This design comes from an exercise in tuning for small area on the open sky130 flow, not from production work. The RTL was checked by simulation tests, not by an equivalence proof against the original design. Power is estimated from default activity; no workload was simulated.

==> flow/flow/run.sh <==
#!/bin/bash
# Layout flow: the standard ORFS flow (standard.sh), except that
#  - synthesis maps the logic with an area-oriented ABC script (flow/abc.script);
#    registers, their names and cell types are those of the standard synthesis
#    (ABC only maps combinational logic);
#  - the port buffers use a small buffer cell;
#  - clock tree synthesis uses small clock buffers in small clusters, without
#    dummy loads.
set -euo pipefail
W=$PWD

# ORFS synth.tcl with its ABC call pointed at flow/abc.script
sed 's#log_cmd abc {\*}$abc_args#log_cmd abc {*}[lreplace $abc_args 1 1 '"$W"'/flow/abc.script]#' \
    "$FLOW_HOME/scripts/synth.tcl" > "$W/synth_area.tcl"
grep -q "flow/abc.script" "$W/synth_area.tcl"

# The standard flow's synthesis wrapper, sourcing the copy above
sed "s#source \$::env(SCRIPTS_DIR)/synth.tcl#source $W/synth_area.tcl#" synth_recipe.tcl > "$W/synth_recipe_area.tcl"
grep -q "synth_area.tcl" "$W/synth_recipe_area.tcl"

CTS="-sink_clustering_enable -repair_clock_nets -dont_use_dummy_load -buf_list sky130_fd_sc_hd__clkbuf_4 -sink_clustering_size 9 -sink_clustering_max_diameter 50"

# standard.sh with the synthesis wrapper above, the port buffer cell and the CTS arguments
sed -e "s#SYNTH_SCRIPT=[^ ]*#SYNTH_SCRIPT=$W/synth_recipe_area.tcl 'BUFFER_PORTS_ARGS=-buffer_cell sky130_fd_sc_hd__buf_1' 'CTS_ARGS=$CTS'#" \
    standard.sh > "$W/standard_area.sh"
grep -q "synth_recipe_area.tcl" "$W/standard_area.sh"

bash "$W/standard_area.sh" > "$W/flow_make.log" 2>&1
==> flow/flow/abc.script <==
strash
balance -l
resub -K 6 -l
rewrite -l
resub -K 6 -N 2 -l
refactor -l
resub -K 8 -l
balance -l
resub -K 8 -N 2 -l
rewrite -l
resub -K 10 -l
rewrite -z -l
resub -K 10 -N 2 -l
balance -l
resub -K 12 -l
refactor -z -l
resub -K 12 -N 2 -l
rewrite -z -l
balance -l
dch -f
amap -A 4 -F 4
topo
==> flow/standard.sh <==
#!/bin/bash
# synth_recipe.tcl (not shown) runs the flow's synth.tcl, then flattens the netlist and writes it again
# the make line also repeats each setting of config.mk as NAME=value (left out here)
make -C /OpenROAD-flow-scripts/flow DESIGN_CONFIG=/design/flow/config.mk WORK_HOME=/design/flow/orfs CLKGATE_MAP_FILE= SYNTH_SCRIPT=/design/flow/synth_recipe.tcl "${@:-finish}"
==> flow/config.mk <==
export PLATFORM = sky130hd
export DESIGN_NAME = optommp_parser
export DESIGN_NICKNAME = optommp_parser
export VERILOG_FILES = /design/flow/design.v
export SDC_FILE = /design/flow/constraint.sdc
export NUM_CORES = 8
export LEC_CHECK = 0
export CAP_MARGIN = 10
export CORE_MARGIN = 2
export CORE_UTILIZATION = 50
export PLACE_DENSITY = 0.6
export SLEW_MARGIN = 10
==> flow/constraint.sdc <==
create_clock -name core_clock -period 12.0 [get_ports {clk}]
set_input_delay 2.4000 -clock core_clock [delete_from_list [all_inputs] [get_ports {clk}]]
set_output_delay 2.4000 -clock core_clock [all_outputs]
set_load 0.01 [all_outputs]
==> flow/design.v <==
module optommp_parser (
    input  wire        clk,
    input  wire        rst,
    input  wire        req_valid,
    input  wire        req_write,
    input  wire        req_space,
    input  wire        req_size,
    input  wire [7:0]  req_addr,
    input  wire [31:0] req_wdata,
    output reg         rsp_valid,
    output reg  [31:0] rsp_rdata,
    output reg         rsp_err,
    output wire        irq
);
    localparam [3:0] E_BADCMD = 4'h1, E_BUSY = 4'h2, E_ORC_SHORT = 4'h3,
                     E_BUFLEN = 4'h4, E_VIEW = 4'h5;
    reg [511:0] bufm;                
    reg         busy, busy_d, done, err;
    reg [1:0]   last_op;
    reg [2:0]   errcode;
    reg         irq_en;
    reg [6:0]   buf_len;
    reg [31:0]  orc_off;
    reg         match_res;
    reg [16:0]  msglen_res;
    reg         view_mode;
    reg [15:0]  view_index;
    reg [31:0]  view_data;
    reg         blk_valid;
    reg         orc_v, vs_v, vd_v, ml_v;
    reg         sv;                  
    reg         hv;                  
    reg         det;                 
    reg         s5;                  
    reg         s6;                  
    reg [3:0]   tc;                  
    reg [15:0]  dd;                  
    reg [5:0]   tl;                  
    reg [15:0]  src;                 
    reg [31:0]  qa;                  
    reg [31:0]  qb;                  
    reg [1:0]   rk;                  
    reg [7:0]   ra;
    reg         vcap;                
    wire [7:0] a = req_addr;
    wire reg_mapped = (a[1:0] == 2'b00) && (a[7] || (a[6:0] <= 7'h44));
    wire reg_ok = req_size && reg_mapped;
    wire buf_ok = (a[7:6] == 2'b00) && (!req_size || a[1:0] == 2'b00);
    wire admitted = req_space ? buf_ok : reg_ok;
    wire acc    = req_valid && admitted;
    wire wr     = acc && req_write;
    wire reg_wr = wr && !req_space;
    wire buf_wr = wr && req_space;
    wire w_cmd    = reg_wr && (a[6:2] == 5'h00) && !a[7];
    wire w_status = reg_wr && (a == 8'h04);
    wire w_ctrl   = reg_wr && (a == 8'h08);
    wire w_buflen = reg_wr && (a == 8'h0C);
    wire w_orc    = reg_wr && (a == 8'h10);
    wire w_view   = reg_wr && (a == 8'h3C);
    wire [3:0] op = req_wdata[3:0];
    wire op_ok = (op == 4'd1) || (op == 4'd2) || (op == 4'd3);
    wire start = w_cmd && !busy && op_ok;
    wire buflen_ok = (req_wdata[31:7] == 25'd0) && (req_wdata[6:0] <= 7'd64);
    wire       o_small = !orc_v || (orc_off[31:6] == 26'd0);
    wire [5:0] o6      = orc_v ? orc_off[5:0] : 6'd0;
    wire [7:0] o_room  = {1'b0, buf_len} - {2'b00, o6};      
    wire       orc_ok  = o_small && !o_room[7] && (o_room[6:2] != 5'd0);
    wire       orc_14  = o_small && !o_room[7] && (o_room[6:4] != 3'd0 || o_room[3:1] == 3'd7);
    wire [5:0] blen6   = qb[21:16];
    wire       vw_mode = req_wdata[31];
    wire [15:0] vw_idx = req_wdata[15:0];
    wire [5:0] vw_x    = vw_mode ? vw_idx[5:0] : {vw_idx[3:0], 2'b11};
    wire       view_hit = blk_valid && (vw_idx[15:6] == 10'd0) && (vw_mode || vw_idx[5:4] == 2'b00) &&
                          (vw_x < blen6);
    reg        raise;
    reg [2:0]  raise_code;
    always @(*) begin
        raise = 1'b0;
        raise_code = 3'd0;
        if (buf_wr || w_cmd || w_buflen || w_orc || w_view) begin
            if (busy) begin
                raise = 1'b1; raise_code = E_BUSY[2:0];
            end else if (w_cmd && !op_ok) begin
                raise = 1'b1; raise_code = E_BADCMD[2:0];
            end else if (w_buflen && !buflen_ok) begin
                raise = 1'b1; raise_code = E_BUFLEN[2:0];
            end else if (w_view && !view_hit) begin
                raise = 1'b1; raise_code = E_VIEW[2:0];
            end else if (start && op == 4'd2 && !orc_ok) begin
                raise = 1'b1; raise_code = E_ORC_SHORT[2:0];
            end
        end
    end
    assign irq = irq_en && (done || err);
    wire bwe = !rst && buf_wr && !busy;
    wire [7:0] wd_lane [0:3];
    assign wd_lane[0] = req_size ? req_wdata[31:24] : req_wdata[7:0];
    assign wd_lane[1] = req_size ? req_wdata[23:16] : req_wdata[7:0];
    assign wd_lane[2] = req_size ? req_wdata[15:8]  : req_wdata[7:0];
    assign wd_lane[3] = req_wdata[7:0];
    wire [63:0] bwe_k;
    genvar k;
    generate
        for (k = 0; k < 64; k = k + 1) begin : g_bwe
            assign bwe_k[k] = bwe && (a[5:2] == k / 4) && (req_size || a[1:0] == k % 4);
        end
    endgenerate
    integer i;
    always @(posedge clk)
        for (i = 0; i < 64; i = i + 1)
            if (bwe_k[i]) bufm[8*i +: 8] <= wd_lane[i % 4];
    wire eng_ml = busy && (last_op == 2'd2);    
    wire [3:0] mq3 = ra[5:2];
    wire [1:0] mr  = ra[1:0];
    wire [3:0] mq1 = mq3 - 4'd2;
    wire [3:0] mq  = mq3 - 4'd3;
    wire [3:0] mq4 = mq3 + 4'd1;
    wire [1:0] mrm = mr - 2'd1;
    wire [1:0] mrp = mr + 2'd1;
    reg [3:0] wsel [0:3];
    reg [1:0] rot;
    integer j;
    always @(*) begin
        for (j = 0; j < 4; j = j + 1) begin
            if (eng_ml)
                case (j)
                    0: wsel[j] = (mr == 2'd1) ? mq1 : (mr == 2'd3) ? mq4 : mq3;
                    1: wsel[j] = (mr == 2'd2) ? mq1 : mq3;
                    2: wsel[j] = (mr == 2'd3) ? mq1 : mq3;
                    default: wsel[j] = (mr == 2'd0) ? mq : mq3;
                endcase
            else
                wsel[j] = ra[5:2];
        end
        if (eng_ml)
            rot = mrp;
        else
            rot = (rk == 2'd2) ? 2'd3 : ra[1:0];
    end
    wire [7:0] lane [0:3];
    genvar b, ww;
    generate
        for (k = 0; k < 4; k = k + 1) begin : g_lane
            wire [15:0] oh = 16'd1 << wsel[k];
            for (b = 0; b < 8; b = b + 1) begin : g_bit
                wire [15:0] d;
                for (ww = 0; ww < 16; ww = ww + 1) begin : g_d
                    assign d[ww] = bufm[8*(4*ww + k) + b];
                end
                omp_aor16 u_aor (.d(d), .s(oh), .y(lane[k][b]));
            end
        end
    endgenerate
    wire [3:0] oh_r0 = 4'd1 << rot;
    wire [3:0] oh_r1 = 4'd1 << mr;
    wire [3:0] oh_r2 = 4'd1 << mrm;
    wire [7:0] x0, x1;
    wire [7:0] x2;
    generate
        for (b = 0; b < 8; b = b + 1) begin : g_rot
            wire [3:0] d = {lane[3][b], lane[2][b], lane[1][b], lane[0][b]};
            omp_aor4 u_x0 (.d(d), .s(oh_r0), .y(x0[b]));
            omp_aor4 u_x1 (.d(d), .s(oh_r1), .y(x1[b]));
            if (b >= 4) begin : g_x2
                omp_aor4 u_x2 (.d(d), .s(oh_r2), .y(x2[b]));
            end else begin : g_x2z
                assign x2[b] = 1'b0;
            end
        end
    endgenerate
    wire [31:0] rd_word = {lane[0], lane[1], lane[2], x0};
    wire [3:0] ml_t = x2[7:4];
    reg  [4:0] ml_base;
    always @(*) begin
        case (ml_t)
            4'd0, 4'd1, 4'd5, 4'd6, 4'd7: ml_base = 5'd16;
            4'd2, 4'd4:                   ml_base = 5'd12;
            default:                      ml_base = 5'd8;
        endcase
    end
    wire        ml_ext = ((ml_t == 4'd1) || (ml_t == 4'd7)) && orc_14;
    wire [12:0] ml_hi  = {1'b0, x1, x0[7:4]} + 13'd1;
    function [7:0] bb;
        input integer n;
        begin
            bb = bufm[8*n +: 8];
        end
    endfunction
    wire [3:0]  d_t    = bb(3) >> 4;
    wire [15:0] d_n    = {bb(12), bb(13)};
    wire        d_l14  = (buf_len >= 7'd14);
    wire        d_l16  = (buf_len >= 7'd16);
    wire        d_dl   = (d_t == 4'd1) || (d_t == 4'd5) || (d_t == 4'd7);
    wire        d_blkt = (d_t == 4'd1) || (d_t == 4'd7);
    wire        d_dst  = (d_t == 4'd0) || (d_t == 4'd1) || (d_t == 4'd4) || (d_t == 4'd5);
    wire [6:0]  d_room = buf_len - 7'd16;                    
    wire        d_fit  = d_l16 && (d_n[15:6] == 10'd0) && ({1'b0, d_n[5:0]} <= d_room);
    wire pv    = !tc[3] && (tc != 4'd3);
    wire dst   = (tc == 4'd0) || (tc == 4'd1) || (tc == 4'd4) || (tc == 4'd5);
    wire isdl  = (tc == 4'd1) || (tc == 4'd5) || (tc == 4'd7);
    wire isq   = (tc == 4'd0) || (tc == 4'd6);
    wire recs  = hv && det;
    wire p5    = pv && s5 && (isdl || isq);
    wire blkd  = recs && s6;
    wire [15:0] n = qb[31:16];
    wire rr = (rk == 2'd1);
    wire [5:0] w = ra[7:2];
    function sel; input [5:0] x; begin sel = rr && (w == x); end endfunction
    wire s_val0 = sel(6'd35) && recs;
    wire s_val1 = sel(6'd39) && recs;
    wire s_val2 = sel(6'd43) && recs;
    wire s_val3 = sel(6'd47) && recs && pv;
    wire s_val4 = sel(6'd51) && recs && pv;
    wire s_val5 = sel(6'd55) && recs && p5;
    wire s_len5 = sel(6'd54) && recs && p5;
    wire s_val6 = sel(6'd59) && recs && s6;
    wire s_len6 = sel(6'd58) && recs && s6;
    wire g_orc  = sel(6'h04) && orc_v;
    wire g_qa   = (sel(6'h08) && hv && dst) || (s_val4 && dst);
    wire g_rc   = s_val4 && !dst;
    wire g_qb   = s_val5 && isq;
    wire g_n    = (sel(6'h0B) && hv && isdl && s5) || (s_val5 && isdl) || s_val6 || s_len6 ||
                  (sel(6'h0D) && blkd) || (sel(6'h0E) && blkd);
    wire g_wc   = sel(6'h0E) && blkd;
    wire g_vd   = sel(6'h10) && vd_v;
    wire g_ml   = sel(6'h06) && ml_v;
    wire g_vs   = sel(6'h0F) && vs_v;
    wire g_dd   = s_val0;
    wire g_src  = s_val3;
    wire g_tl   = s_val1;
    wire g_tc   = s_val2;
    wire g_sum  = sel(6'h07);
    wire g_st   = sel(6'h01);
    wire g_bl   = sel(6'h03);
    reg [7:0] c;
    always @(*) begin
        c = 8'd0;
        if (rr) begin
            if (w[5]) begin
                if (recs) case (w[4:0])
                    5'd0:  c = dd[15] ? 8'd2 : 8'd1;
                    5'd2:  c = 8'd2;
                    5'd4:  c = 8'd3;  5'd5: c = 8'd2; 5'd6: c = 8'd1;
                    5'd8:  c = 8'd4;  5'd9: c = 8'd3; 5'd10: c = 8'd1;
                    5'd12: c = pv ? 8'd5 : 8'd0; 5'd13: c = pv ? 8'd4 : 8'd0; 5'd14: c = pv ? 8'd2 : 8'd0;
                    5'd16: c = pv ? (dst ? 8'd6 : 8'd8) : 8'd0;
                    5'd17: c = pv ? (dst ? 8'd8 : 8'd6) : 8'd0;
                    5'd18: c = pv ? (dst ? 8'd4 : 8'd1) : 8'd0;
                    5'd20: c = p5 ? (isq ? 8'd7 : 8'd9) : 8'd0;
                    5'd21: c = p5 ? 8'd12 : 8'd0;
                    5'd22: c = p5 ? (isq ? 8'd4 : 8'd2) : 8'd0;
                    5'd24: c = s6 ? 8'd10 : 8'd0;
                    5'd25: c = s6 ? 8'd16 : 8'd0;
                    default: c = 8'd0;
                endcase
            end else case (w[4:0])
                5'h02: c = {7'd0, irq_en};
                5'h05: c = {7'd0, match_res};
                5'h09: c = recs ? (pv ? (8'd5 + {7'd0, p5} + {7'd0, s6}) : 8'd3) : 8'd0;
                5'h0A: if (hv) case (tc)
                            4'd0, 4'd1, 4'd6, 4'd7: c = 8'd16;
                            4'd2: c = 8'd7; 4'd4: c = 8'd12; 4'd5: c = 8'd14;
                            default: c = 8'd4;
                       endcase
                5'h0C: c = blkd ? 8'd16 : 8'd0;
                default: c = 8'd0;
            endcase
        end
    end
    wire [31:0] regv =
          ({32{g_orc}} & orc_off)
        | ({32{g_qa}}  & qa)
        | ({32{g_rc}}  & {28'd0, qa[3:0]})
        | ({32{g_qb}}  & qb)
        | ({32{g_n}}   & {16'd0, n})
        | ({32{g_wc}}  & {12'd0, n[5:2], 16'd0})
        | ({32{g_vd}}  & view_data)
        | ({32{g_ml}}  & {15'd0, msglen_res})
        | ({32{g_vs}}  & {view_mode, 15'd0, view_index})
        | ({32{g_dd}}  & {17'd0, dd[14:0]})
        | ({32{g_src}} & {16'd0, src})
        | ({32{g_tl}}  & {26'd0, tl})
        | ({32{g_tc}}  & {28'd0, tc})
        | ({32{g_sum}} & {24'd0, hv ? tc : 4'd0, hv && dst, hv && !pv, hv, sv})
        | ({32{g_st}}  & {20'd0, 1'b0, errcode, 2'b00, last_op, 1'b0, err, done && !busy_d, busy_d})
        | ({32{g_bl}}  & {25'd0, buf_len})
        | ({32{sel(6'h0D)}} & {blk_valid, 31'd0})
        | ({32{sel(6'h11)}} & 32'h4F4D4D50)
        | {24'd0, c};
    wire sw = (rk == 2'd2);
    wire sb = rk[1];
    always @(*) rsp_rdata = regv | ({32{sw}} & {rd_word[31:8], 8'd0}) | ({32{sb}} & {24'd0, x0});
    always @(posedge clk) begin
        busy_d <= busy;
        ra     <= w_view ? {2'b00, 4'd4 + (vw_mode ? vw_idx[5:2] : vw_idx[3:0]), vw_mode ? vw_idx[1:0] : 2'd3} :
                  w_cmd  ? {2'b00, o6[5:2] + 4'd3, o6[1:0]} : a;
        rk     <= (acc && !req_write) ? (req_space ? (req_size ? 2'd2 : 2'd3) : 2'd1) : 2'd0;
        rsp_err <= !admitted;
    end
    always @(posedge clk) begin
        if (rst) begin
            rsp_valid <= 1'b0;
            vcap <= 1'b0;
            busy <= 1'b0; done <= 1'b0; err <= 1'b0;
            last_op <= 2'd0; errcode <= 3'd0;
            irq_en <= 1'b0;
            buf_len <= 7'd0;
            match_res <= 1'b0;
            orc_v <= 1'b0; vs_v <= 1'b0; vd_v <= 1'b0; ml_v <= 1'b0;
            blk_valid <= 1'b0;
            sv <= 1'b0; hv <= 1'b0; det <= 1'b0;
        end else begin
            rsp_valid <= req_valid;
            vcap <= w_view && !busy && view_hit;
            if (w_status && req_wdata[2]) begin
                err <= 1'b0;
                errcode <= 3'd0;
            end else if (raise) begin
                err <= 1'b1;
                if (!err) errcode <= raise_code;
            end
            busy <= start;
            if (busy)
                done <= 1'b1;
            else if (start || (w_status && req_wdata[1]))
                done <= 1'b0;
            if (w_ctrl)
                irq_en <= req_wdata[0];
            if (bwe)
                blk_valid <= 1'b0;
            if (w_buflen && !busy && buflen_ok) begin
                buf_len   <= req_wdata[6:0];
                blk_valid <= 1'b0;
            end
            if (w_orc && !busy)
                orc_v <= 1'b1;
            if (w_view && !busy) begin
                vs_v <= 1'b1;
                if (!view_hit)
                    vd_v <= 1'b0;
            end
            if (vcap)
                vd_v <= 1'b1;
            if (eng_ml && orc_ok)
                ml_v <= 1'b1;
            if (start) begin
                last_op <= op[1:0];
                if (op == 4'd1)
                    match_res <= (buf_len >= 7'd4) && (bb(0) == 8'd0) && (bb(1) == 8'd0) &&
                                 (bb(2) & 8'h03) == 8'd0 && (bb(3) & 8'h0F) == 8'd0 &&
                                 !d_t[3] && (d_t != 4'd3);
                if (op == 4'd3) begin
                    sv  <= 1'b1;
                    hv  <= (buf_len >= 7'd12);
                    det <= req_wdata[4];
                    blk_valid <= req_wdata[4] && (buf_len >= 7'd12) && d_blkt && d_fit;
                    vd_v <= 1'b0;
                end
            end
        end
    end
    always @(posedge clk) begin
        if (!rst && w_orc && !busy)
            orc_off <= req_wdata;
        if (!rst && w_view && !busy) begin
            view_mode  <= vw_mode;
            view_index <= vw_idx;
        end
        if (!rst && vcap)
            view_data <= view_mode ? {24'd0, x0} : rd_word;
        if (!rst && eng_ml && orc_ok) begin
            msglen_res <= ml_ext ? {ml_hi, x0[3:0]} : {12'd0, ml_base};
        end
    end
    always @(posedge clk) begin
        if (!rst && start && op == 4'd3) begin
            tc  <= d_t;
            dd  <= {bb(0), bb(1)};
            tl  <= bb(2) >> 2;
            src <= {bb(4), bb(5)};
            qa[31:4] <= {bb(8), bb(9), bb(10), bb(11)} >> 4;
            qa[3:0]  <= d_dst ? bb(11) & 8'h0F : bb(6) >> 4;
            qb  <= {bb(12), bb(13), bb(14), bb(15)};
            s5  <= d_dl ? d_l14 : d_l16;
            s6  <= d_blkt && d_fit;
        end
    end
endmodule
module omp_aor16 (
    input  wire [15:0] d,
    input  wire [15:0] s,
    output wire        y
);
    assign y = |(d & s);
endmodule
module omp_aor4 (
    input  wire [3:0] d,
    input  wire [3:0] s,
    output wire       y
);
    assign y = |(d & s);
endmodule
==> key figures, run 1 <==
Timing
  • Hold Slack: 0.426 ns
  • Post-route setup TNS: 0 ns
  • Fmax: 105 MHz
  • Clock Skew: 0.0897 ns
  • Slew of the pin with the lowest slew margin: between 1 and 1.5 ns
  • Total setup violations reported at the end of the flow: 0
  • Max-Slew Margin vs Limit: 0.158
  • Final Hold Vio Count: 0
  • Setup repair after global routing missed its margin: no
  • Post-route fraction of the period consumed by the critical path: 0.792
  • Fin crit period: about 9.5 ns
  • Final slew viol count: 0

Yosys
  • Cell taking the most area after synthesis: sky130_fd_sc_hd__edfxtp_1
  • Net count after synthesis: roughly 2300
  • Biggest area contributors in the synthesized netlist: sky130_fd_sc_hd__edfxtp_1, sky130_fd_sc_hd__a22oi_1, sky130_fd_sc_hd__nor2_1
  • Post-Synthesis Cell Area: between 30000 and 40000 um2
  • Syn. warnings: 3
  • Cell variety after synth: 57
  • Top flip-flop cell by instance count after synthesis: sky130_fd_sc_hd__edfxtp_1
  • Number of cells produced by synthesis: 2196
  • Number of enable flip-flop cells after synthesis: 718
  • Area share of the largest cell type after synthesis: 0.696
  • Top cells by count, synth: sky130_fd_sc_hd__edfxtp_1, sky130_fd_sc_hd__nor2_1, sky130_fd_sc_hd__clkinv_1
  • Sequential share of the synthesized area: 0.721
  • Avg Inst Size Synth: 14.1 um2
  • Most common cell in the synthesized netlist: sky130_fd_sc_hd__edfxtp_1
  • Synth async-reset ratio: 0
  • Number of flip-flops and latches in the synthesized netlist: between 700 and 800

Worst setup path
  • Data required time at the worst endpoint: 9.60 ns
  • Worst path most repeated cell: sky130_fd_sc_hd__clkinv_1
  • Crit path launch type: flop
  • Worst Path Arrival: 7.11 ns
  • CP Max Fanout: 16
  • Critical path's largest stage delay: 0.87 ns
  • Cell-by-cell trace of the critical path: clkinv_1 > ha_1 > o21ai_0 > a31oi_1 > clkinv_1 > nand3_1 > nor2_1 > a22o_1 > a2111oi_0 > nand3_1 > nor2_1 > o21ai_0 > clkinv_1 > o221ai_1 > buf_1
  • Critical R2R Launch: ra[2]$_DFF_P_
  • Critical Setup Path Class: reg -> out
  • Critical path endpoint category: output port
  • Depth of the worst register-to-register path: 18
  • Terminus of the critical flop-to-flop path: msglen_res[4]$_DFFE_PP_
  • Reg2Reg Setup Slack: around 4.4 ns
  • Critical-path cell with the highest stage delay: sky130_fd_sc_hd__dfxtp_1

Die
  • Die X-Extent: 253 um
  • Placeable core area: 61500 um2
  • Count of pins on the block boundary: 81
  • Starting density of the core: 0.504
  • Vertical die dimension: 253 um
  • Die outline area: ~64000 um2
  • Cell Rows: 91

CTS
  • Max H-tree Level: 3
  • Longest Clk Path Bufs: 3
  • CTS Root Cell: sky130_fd_sc_hd__clkbuf_4
  • Resized Gates After CTS: 0
  • Post-CTS Repair Setup Buffers: 0
  • Register clock-pin slew on the reported worst setup and hold paths: 0.09 ns
  • TritonCTS clock tree: done
  • Clock insertion delay at the later pin of the skew report: 0.90 ns
  • Post-cts hold buffer count: 0
  • Cts bufs inserted: ~100
  • Clock sink total: 757

Flow run
  • Maximum Capacitance Violations: 0

Layout
  • Non-filler cells in the finished layout: 3258
  • Count of nets after finishing: 2550
  • Fraction of layout instances using a drive strength above 1: 0.0848
  • Area growth from synthesis to layout: 9.08%

Pwr
  • Power per cell area: 132 nW/um2
  • Worst vdd ir: 94.0 uV
  • Leakage power: between 10 and 15 nW

Drt
  • Post-DRT Antenna Nets: 0
  • Total Wirelength: 118000 um
  • Detailed-route via count: roughly 23000
  • Vias per std cell: 7.04
  • Total DRC errors in the routed layout: 0
  • Drt first-iter violations: 3980
  • Initial DRT Pass Iterations: 10
  • Post-detailed-route wirelength per cell: 36.3 um

Placed design
  • HPWL after detailed placement: roughly 86000 um
  • Routability Congestion: 1.01
  • Count of port buffers added during placement: 80
  • Placed cell count: 3153

GRT
  • Global-route wire length before repair: roughly 160000 um
  • Global Route Usage Sum: 0.370
  • Number of antenna violations at the first check in global routing: 8
  • Total congestion overflow after global routing: 0
  • Via count of the first global-routing pass: between 20000 and 25000
  • Maximum number of pins on one net before global-route repair: 65

Worst hold path
  • Critical hold path startpoint: bufm[74]$_DFFE_PP_
  • Min-Delay Path Class: reg -> reg
  • Cell count of the worst hold path: 0
  • Endpoint of the worst hold path: qa[18]$_DFFE_PP_

Outcome
  • Status: timing/DRC/antenna clean
==> placed cells by master (no fill, tap or decap), types with 60 or more instances in the layout <==
cell	synthesis	layout
sky130_fd_sc_hd__buf_4	0	89
sky130_fd_sc_hd__edfxtp_1	718	718
sky130_fd_sc_hd__nand2_1	107	107
sky130_fd_sc_hd__a222oi_1	74	74
sky130_fd_sc_hd__buf_1	2	80
sky130_fd_sc_hd__nor2_1	260	257
sky130_fd_sc_hd__a22oi_1	134	134
sky130_fd_sc_hd__clkbuf_4	0	101
sky130_fd_sc_hd__clkinv_1	181	181
sky130_fd_sc_hd__o21ai_0	82	60
==> cell families (layout without fill, tap and decap cells) <==
| logic type | count (synthesis) | count (layout) | share of synthesized area |
|---|---|---|---|
| other cells | 0 | 4 | 0 |
| flops | 757 | 757 | 0.721 |
| compound gates | 595 | 595 | 0.147 |
| simple gates | 623 | 623 | 0.0938 |
| buf+inv | 183 | 451 | 0.0222 |
| fa+ha+maj | 38 | 38 | 0.0156 |
==> worst max-delay path by stage <==
| stage | cells past startpoint | end | from | slack (ns) |
|---|---|---|---|---|
| global route | 15 | rsp_rdata[6] | ra[2]$_DFF_P_ | 2.18 |
| finish | 15 | rsp_rdata[6] | ra[2]$_DFF_P_ | 2.49 |
| floorplan | 14 | dd[0]$_DFFE_PP_ | req_addr[5] | 1.71 |
| global placement | 16 | rsp_rdata[7] | ra[2]$_DFF_P_ | 3.77 |
| detailed placement | 15 | rsp_rdata[6] | ra[2]$_DFF_P_ | 3.67 |
| CTS | 15 | rsp_rdata[6] | ra[2]$_DFF_P_ | 2.67 |
==> sequential cells by signal, indices dropped and copies added (netlist names), 2 cells and up <==
register and cells:
buf_len 7, dd 16, ra 8, qb 32, msglen_res 17, tl 6
rk 2, view_index 16, orc_off 32, bufm 512, tc 4, src 16
qa 32, view_data 32, errcode 3, last_op 2
==> area by class of cell <==
type                       instances  area (um2)
timing repair buffer             169         968
fill                            5168       27700
clock buffer                     101         758
sequential                       757       22300
inverter                         181         679
antenna                            4        10.0
tap                              790         988
multi-input combinational       1256        8040
==> worst max-delay path, delay by kind of cell, from the launching register on <==
family	cells	cell delay, ns
adder cells (fa/ha/maj)	1	0.59
AO/OA/AOI/OAI	6	2.12
AND/OR/NAND/NOR	4	1.11
buffers and inverters	4	1.51
flip-flops	1	0.87
==> where the power goes <==
part	switching, mW	total (mW)	internal, mW
Combinational	0.245	0.326	0.0810
Sequential	0.00595	2.90	2.89
Clock	0.835	1.22	0.384
Total	1.09	4.44	3.36
==> per-stage QoR <==
stage | setup slack, ns | instance area, um2 | util | power [mW]
final | 2.49 | 33800 | 0.550 | 4.44
after floorplan | 1.71 | 31000 | - | 3.10
after CTS | 2.67 | 33800 | 0.549 | 4.44
after global routing | 2.18 | 33800 | 0.549 | 4.56
after global placement | 3.77 | 33000 | 0.537 | 3.27
after detailed placement | 3.67 | 33000 | 0.537 | 3.27
==> metal layers <==
metal / vias up / global-route usage / part of all wire
li1: 9499 / - / -
met1: 11500 / 0.523 / 0.39
met2: 1631 / 0.548 / 0.44
met3: 277 / 0.0898 / 0.12
met4: 6 / 0.165 / 0.049
met5: - / 0 / 0.00036
==> inputs of run 2 (changes only) <==
--- a/flow/design.v
+++ b/flow/design.v
@@ -213,5 +213,4 @@
     wire s_val4 = sel(6'd51) && recs && pv;
     wire s_val5 = sel(6'd55) && recs && p5;
-    wire s_len5 = sel(6'd54) && recs && p5;
     wire s_val6 = sel(6'd59) && recs && s6;
     wire s_len6 = sel(6'd58) && recs && s6;
@@ -296,5 +295,5 @@
                   w_cmd  ? {2'b00, o6[5:2] + 4'd3, o6[1:0]} : a;
         rk     <= (acc && !req_write) ? (req_space ? (req_size ? 2'd2 : 2'd3) : 2'd1) : 2'd0;
-        rsp_err <= !admitted;
+        rsp_err <= req_valid && !admitted;
     end
     always @(posedge clk) begin
@@ -335,4 +334,6 @@
             if (w_orc && !busy)
                 orc_v <= 1'b1;
+            if (vcap)
+                vd_v <= 1'b1;
             if (w_view && !busy) begin
                 vs_v <= 1'b1;
@@ -340,6 +341,4 @@
                     vd_v <= 1'b0;
             end
-            if (vcap)
-                vd_v <= 1'b1;
             if (eng_ml && orc_ok)
                 ml_v <= 1'b1;
@@ -392,5 +391,12 @@
     output wire        y
 );
-    assign y = |(d & s);
+    wire [15:0] t = d & s;
+    wire y0 = ~(t[0] | t[1] | t[2]);
+    wire y1 = ~(t[3] | t[4] | t[5]);
+    wire y2 = ~(t[6] | t[7] | t[8]);
+    wire y3 = ~(t[9] | t[10] | t[11]);
+    wire y4 = ~(t[12] | t[13] | t[14]);
+    wire y5 = ~t[15];
+    assign y = ~(y0 & y1 & y2) | ~(y3 & y4 & y5);
 endmodule
 module omp_aor4 (
@@ -399,4 +405,7 @@
     output wire       y
 );
-    assign y = |(d & s);
+    wire [3:0] t = d & s;
+    wire y0 = ~(t[0] | t[1] | t[2]);
+    wire y1 = ~t[3];
+    assign y = ~(y0 & y1);
 endmodule
==> flow/flow/run.sh (replaced) <==
#!/bin/bash
# Layout flow: the standard ORFS flow (standard.sh), except that
#  - synthesis keeps the small AND-OR selector modules (omp_aor*) apart and
#    maps them with a structure-preserving ABC script (flow/abc_aor.script),
#    and maps the rest of the logic with an area-oriented ABC script
#    (flow/abc.script); the design is flattened afterwards as usual.
#    Registers, their names and cell types are those of the standard
#    synthesis (ABC only maps combinational logic);
#  - the port buffers use a small buffer cell;
#  - clock tree synthesis uses small clock buffers in small clusters, without
#    dummy loads.
set -euo pipefail
W=$PWD

# ORFS synth.tcl with its ABC call replaced by the two calls above
sed 's#log_cmd abc {\*}$abc_args#log_cmd abc {*}[lreplace $abc_args 1 1 '"$W"'/flow/abc_aor.script] omp_aor16 omp_aor4\n  log_cmd abc {*}[lreplace $abc_args 1 1 '"$W"'/flow/abc.script] optommp_parser#' \
    "$FLOW_HOME/scripts/synth.tcl" > "$W/synth_area.tcl"
grep -q "flow/abc.script" "$W/synth_area.tcl"
grep -q "flow/abc_aor.script" "$W/synth_area.tcl"

# The standard flow's synthesis wrapper, sourcing the copy above
sed "s#source \$::env(SCRIPTS_DIR)/synth.tcl#source $W/synth_area.tcl#" synth_recipe.tcl > "$W/synth_recipe_area.tcl"
grep -q "synth_area.tcl" "$W/synth_recipe_area.tcl"

CTS="-sink_clustering_enable -repair_clock_nets -dont_use_dummy_load -buf_list sky130_fd_sc_hd__clkbuf_4 -sink_clustering_size 8 -sink_clustering_max_diameter 40"

# standard.sh with the synthesis wrapper above, the kept modules, the port buffer cell and the CTS arguments
sed -e "s#SYNTH_SCRIPT=[^ ]*#SYNTH_SCRIPT=$W/synth_recipe_area.tcl 'SYNTH_KEEP_MODULES=omp_aor16 omp_aor4' 'BUFFER_PORTS_ARGS=-buffer_cell sky130_fd_sc_hd__buf_1' 'CTS_ARGS=$CTS'#" \
    standard.sh > "$W/standard_area.sh"
grep -q "synth_recipe_area.tcl" "$W/standard_area.sh"

bash "$W/standard_area.sh" > "$W/flow_make.log" 2>&1
==> flow/flow/abc_aor.script (new file) <==
strash
amap
topo
==> key figures, run 2 <==
Placed design
  • Count of port buffers added during placement: 80
  • Routability Congestion: ~1.1
  • Setup slack at placement: 3.56 ns
  • HPWL after detailed placement: just under 80000 um

Worst setup path
  • Crit path launch type: flop
  • CP Max Fanout: 11
  • Critical path endpoint category: output port
  • Worst Path Arrival: 7.40 ns
  • Critical Setup Path Class: reg -> out
  • Data required time at the worst endpoint: 9.60 ns

Pwr
  • Sequential fraction of design power: 0.648
  • Fraction of power consumed by the clock network: 0.286
  • Psw: around 1.1 mW
  • Leakage power: 10.4 nW
  • Switching share of power: 0.239
  • Combinational share of power: 0.066
  • Power per cell area: 134 nW/um2
  • Cell-internal power: 3.40 mW
  • Worst vdd ir: 77.3 uV

Yosys
  • Sequential share of the synthesized area: 0.730
  • Biggest area contributors in the synthesized netlist: sky130_fd_sc_hd__edfxtp_1, sky130_fd_sc_hd__a222oi_1, sky130_fd_sc_hd__nor2_1
  • Syn. warnings: 3
  • Cell variety after synth: 53
  • Top flip-flop cell by instance count after synthesis: sky130_fd_sc_hd__edfxtp_1
  • Top cells by count, synth: sky130_fd_sc_hd__edfxtp_1, sky130_fd_sc_hd__nor2_1, sky130_fd_sc_hd__a222oi_1
  • Number of enable flip-flop cells after synthesis: approximately 720
  • Synth async-reset ratio: 0
  • Avg Inst Size Synth: 14.2 um2
  • Cell taking the most area after synthesis: sky130_fd_sc_hd__edfxtp_1
  • Most common cell in the synthesized netlist: sky130_fd_sc_hd__edfxtp_1
  • Net count after synthesis: 2230
  • Number of flip-flops and latches in the synthesized netlist: 757
  • Area share of the largest cell type after synthesis: 0.704
  • Post-Synthesis Cell Area: 30600 um2
  • Number of cells produced by synthesis: 2150

Timing
  • Post-route setup TNS: 0 ns
  • Post-route fraction of the period consumed by the critical path: 0.817
  • Setup repair after global routing missed its margin: no
  • Final Hold Vio Count: 0
  • Total setup violations reported at the end of the flow: 0
  • Fin crit period: 9.80 ns
  • Fmax: 102 MHz
  • Final slew viol count: 0
  • Slew of the pin with the lowest slew margin: 1.25 ns
  • Clock Skew: 0.123 ns
  • Max-Slew Margin vs Limit: 0.145
  • Final setup margin: 2.20 ns

GRT
  • Number of antenna violations at the first check in global routing: 9
  • Total congestion overflow after global routing: 0
  • Global-route wire length before repair: 151000 um
  • Global Route Usage Sum: 0.340
  • Maximum number of pins on one net before global-route repair: 55
  • Via count of the first global-routing pass: 21000

Drt
  • Detailed-route via count: about 22000
  • Vias per std cell: 6.96
  • Initial DRT Pass Iterations: 12
  • Post-detailed-route wirelength per cell: ~34 um
  • Post-DRT Antenna Nets: 0
  • Total Wirelength: 108000 um
  • Drt first-iter violations: 4274
  • Total DRC errors in the routed layout: 0

CTS
  • TritonCTS clock tree: done
  • Resized Gates After CTS: 0
  • Clock sink total: 757
  • Longest Clk Path Bufs: 3
  • Clock insertion delay at the later pin of the skew report: 0.97 ns
  • Register clock-pin slew on the reported worst setup and hold paths: around 0.080 ns
  • Cts bufs inserted: 117
  • CTS Root Cell: sky130_fd_sc_hd__clkbuf_4
  • Post-cts hold buffer count: 0
  • Post-CTS Repair Setup Buffers: 0
  • Max H-tree Level: 3

Flow run
  • Maximum Capacitance Violations: 0

Die
  • Starting density of the core: 0.506
  • Vertical die dimension: between 200 and 300 um
  • Die outline area: 63200 um2
  • Die X-Extent: 251 um
  • Count of pins on the block boundary: between 80 and 90
  • Cell Rows: 90
  • Placeable core area: 60500 um2

Layout
  • Count of nets after finishing: 2478
  • Filler instances: 4958
  • Flip-flop count of the largest register after layout: between 500 and 600
  • Biggest register: bufm
  • Fraction of layout instances using a drive strength above 1: 0.0785
  • Area growth from synthesis to layout: 8.62%
  • Leading cell types in the layout, fill and taps excluded: sky130_fd_sc_hd__edfxtp_1, sky130_fd_sc_hd__nor2_1, sky130_fd_sc_hd__a222oi_1
  • Leading cell type in the layout, fill and taps excluded: sky130_fd_sc_hd__edfxtp_1

Outcome
  • Status: timing/DRC/antenna clean

Worst hold path
  • Min-Delay Path Class: reg -> reg
[run 2: cell count changes after synthesis, sizes merged, moves of 20 or more]
cell / before / now
a22oi: 134 / 14
a222oi: 74 / 209
a21oi: 45 / 77
a22o: 43 / 5
o221ai: 41 / 10
o211ai: 3 / 23
nor4: 42 / 22
nand2: 107 / 155
[run 2: routing by layer]
layer | vias up | global-route usage | wire [um]
met5 | - | 0 | 62
met1 | 10900 | 0.465 | 41100
met4 | 10 | 0.168 | 6030
met2 | 1606 | 0.515 | 48400
met3 | 303 | 0.0788 | 12200
li1 | 9338 | - | -
[run 2: final timing paths]
check	from	to	slack, ns	depth (start not counted)
max	ra[4]$_DFF_P_	rsp_rdata[1]	2.20	20
min	busy$_SDFF_PP0_	busy_d$_DFF_P_	0.46	0
max reg2reg	ra[0]$_DFF_P_	msglen_res[13]$_SDFFCE_PN0P_	5.06	19
min reg2reg	busy$_SDFF_PP0_	busy_d$_DFF_P_	0.46	0
[run 2: worst max-delay path, stage by stage, from the launching register on]
cell and delay (ns):
sky130_fd_sc_hd__dfxtp_1 0.57, sky130_fd_sc_hd__clkinv_1 0.45, sky130_fd_sc_hd__ha_1 0.44, sky130_fd_sc_hd__clkinv_1 0.11, sky130_fd_sc_hd__o22ai_1 0.81, sky130_fd_sc_hd__clkinv_1 0.34
sky130_fd_sc_hd__nand3_1 0.20, sky130_fd_sc_hd__nor2_1 0.15, sky130_fd_sc_hd__a222oi_1 0.35, sky130_fd_sc_hd__nand2_1 0.09, sky130_fd_sc_hd__a21oi_1 0.18, sky130_fd_sc_hd__nand4_1 0.38
sky130_fd_sc_hd__a222oi_1 0.54, sky130_fd_sc_hd__nand2_1 0.18, sky130_fd_sc_hd__a221oi_1 0.32, sky130_fd_sc_hd__o21ai_0 0.13, sky130_fd_sc_hd__a2111oi_0 0.38, sky130_fd_sc_hd__o2111ai_1 0.17
sky130_fd_sc_hd__a21oi_1 0.33, sky130_fd_sc_hd__o21ai_0 0.18, sky130_fd_sc_hd__buf_1 0.16
[run 2: power groups by stage]
stage | clock (mW) | sequential [mW] | combinational [mW]
final | 1.28 | 2.90 | 0.295
after global placement | 0 | 2.96 | 0.281
after detailed placement | 0 | 2.96 | 0.284
after floorplan | 0 | 2.96 | 0.139
after global routing | 1.40 | 2.90 | 0.310
after CTS | 1.30 | 2.90 | 0.286
[run 2: modules after synthesis (local to each module, per instance)]
module | copies in the design | flip-flops and latches
omp_aor16 | 32 | 0
omp_aor4 | 20 | 0
optommp_parser | 1 | 757
[run 2: layout make-up]
cell class,count,area (um2),share of cell area
antenna,3,7.51,0.000226
clock buffer,117,878,0.0264
sequential,757,22300,0.672
tap,782,978,0.0294
multi-input combinational,1195,7640,0.230
inverter,196,736,0.0221
timing repair buffer,131,683,0.0205
[run 2: kinds of logic after synthesis]
| logic type | after synthesis | share of synthesized area |
|---|---|---|
| AO/OA/AOI/OAI | 543 | 0.141 |
| flip-flops | 757 | 0.730 |
| adder cells (fa/ha/maj) | 34 | 0.0141 |
| AND/OR/NAND/NOR | 618 | 0.0906 |
| buffers and inverters | 198 | 0.0243 |
[run 2: metrics by stage]
stage	util	instances	instance area, um2	hold slack, ns	power [mW]
floorplan	-	2150	30600	0.401	3.10
global placement	0.535	3060	32400	0.424	3.24
detailed placement	0.535	3060	32400	0.438	3.24
CTS	0.550	3177	33200	0.452	4.48
global route	0.550	3181	33300	0.468	4.61
finish	0.550	3181	33300	0.460	4.47

[what the ideal ports hide]
How much do the figures lean on ideal ports? The routed layouts below were timed once more, with nothing changed but the port constraints. Step 1, drivers: a clkbuf_16 drives clk and a buf_2 each remaining input, both assumed. Step 2 times the ports against the registers' clock, not the clock port: input delays grow and output delays shrink by t, the midpoint of the rising clock arrivals with the driver on. a / b / c = no drivers / after step 1 / after step 2; a / b = the first two.
run | shift t [ns] | slack for setup (ns) | worst setup path at the end | worst data-port slew with drivers (ns)
run 1 | 0.924 | 2.492 / 2.435 / 3.359 | register to output | 0.08
run 2 | 0.966 | 2.200 / 2.146 / 3.112 | register to output | 0.07
After both steps setup and hold are still met in every run listed.
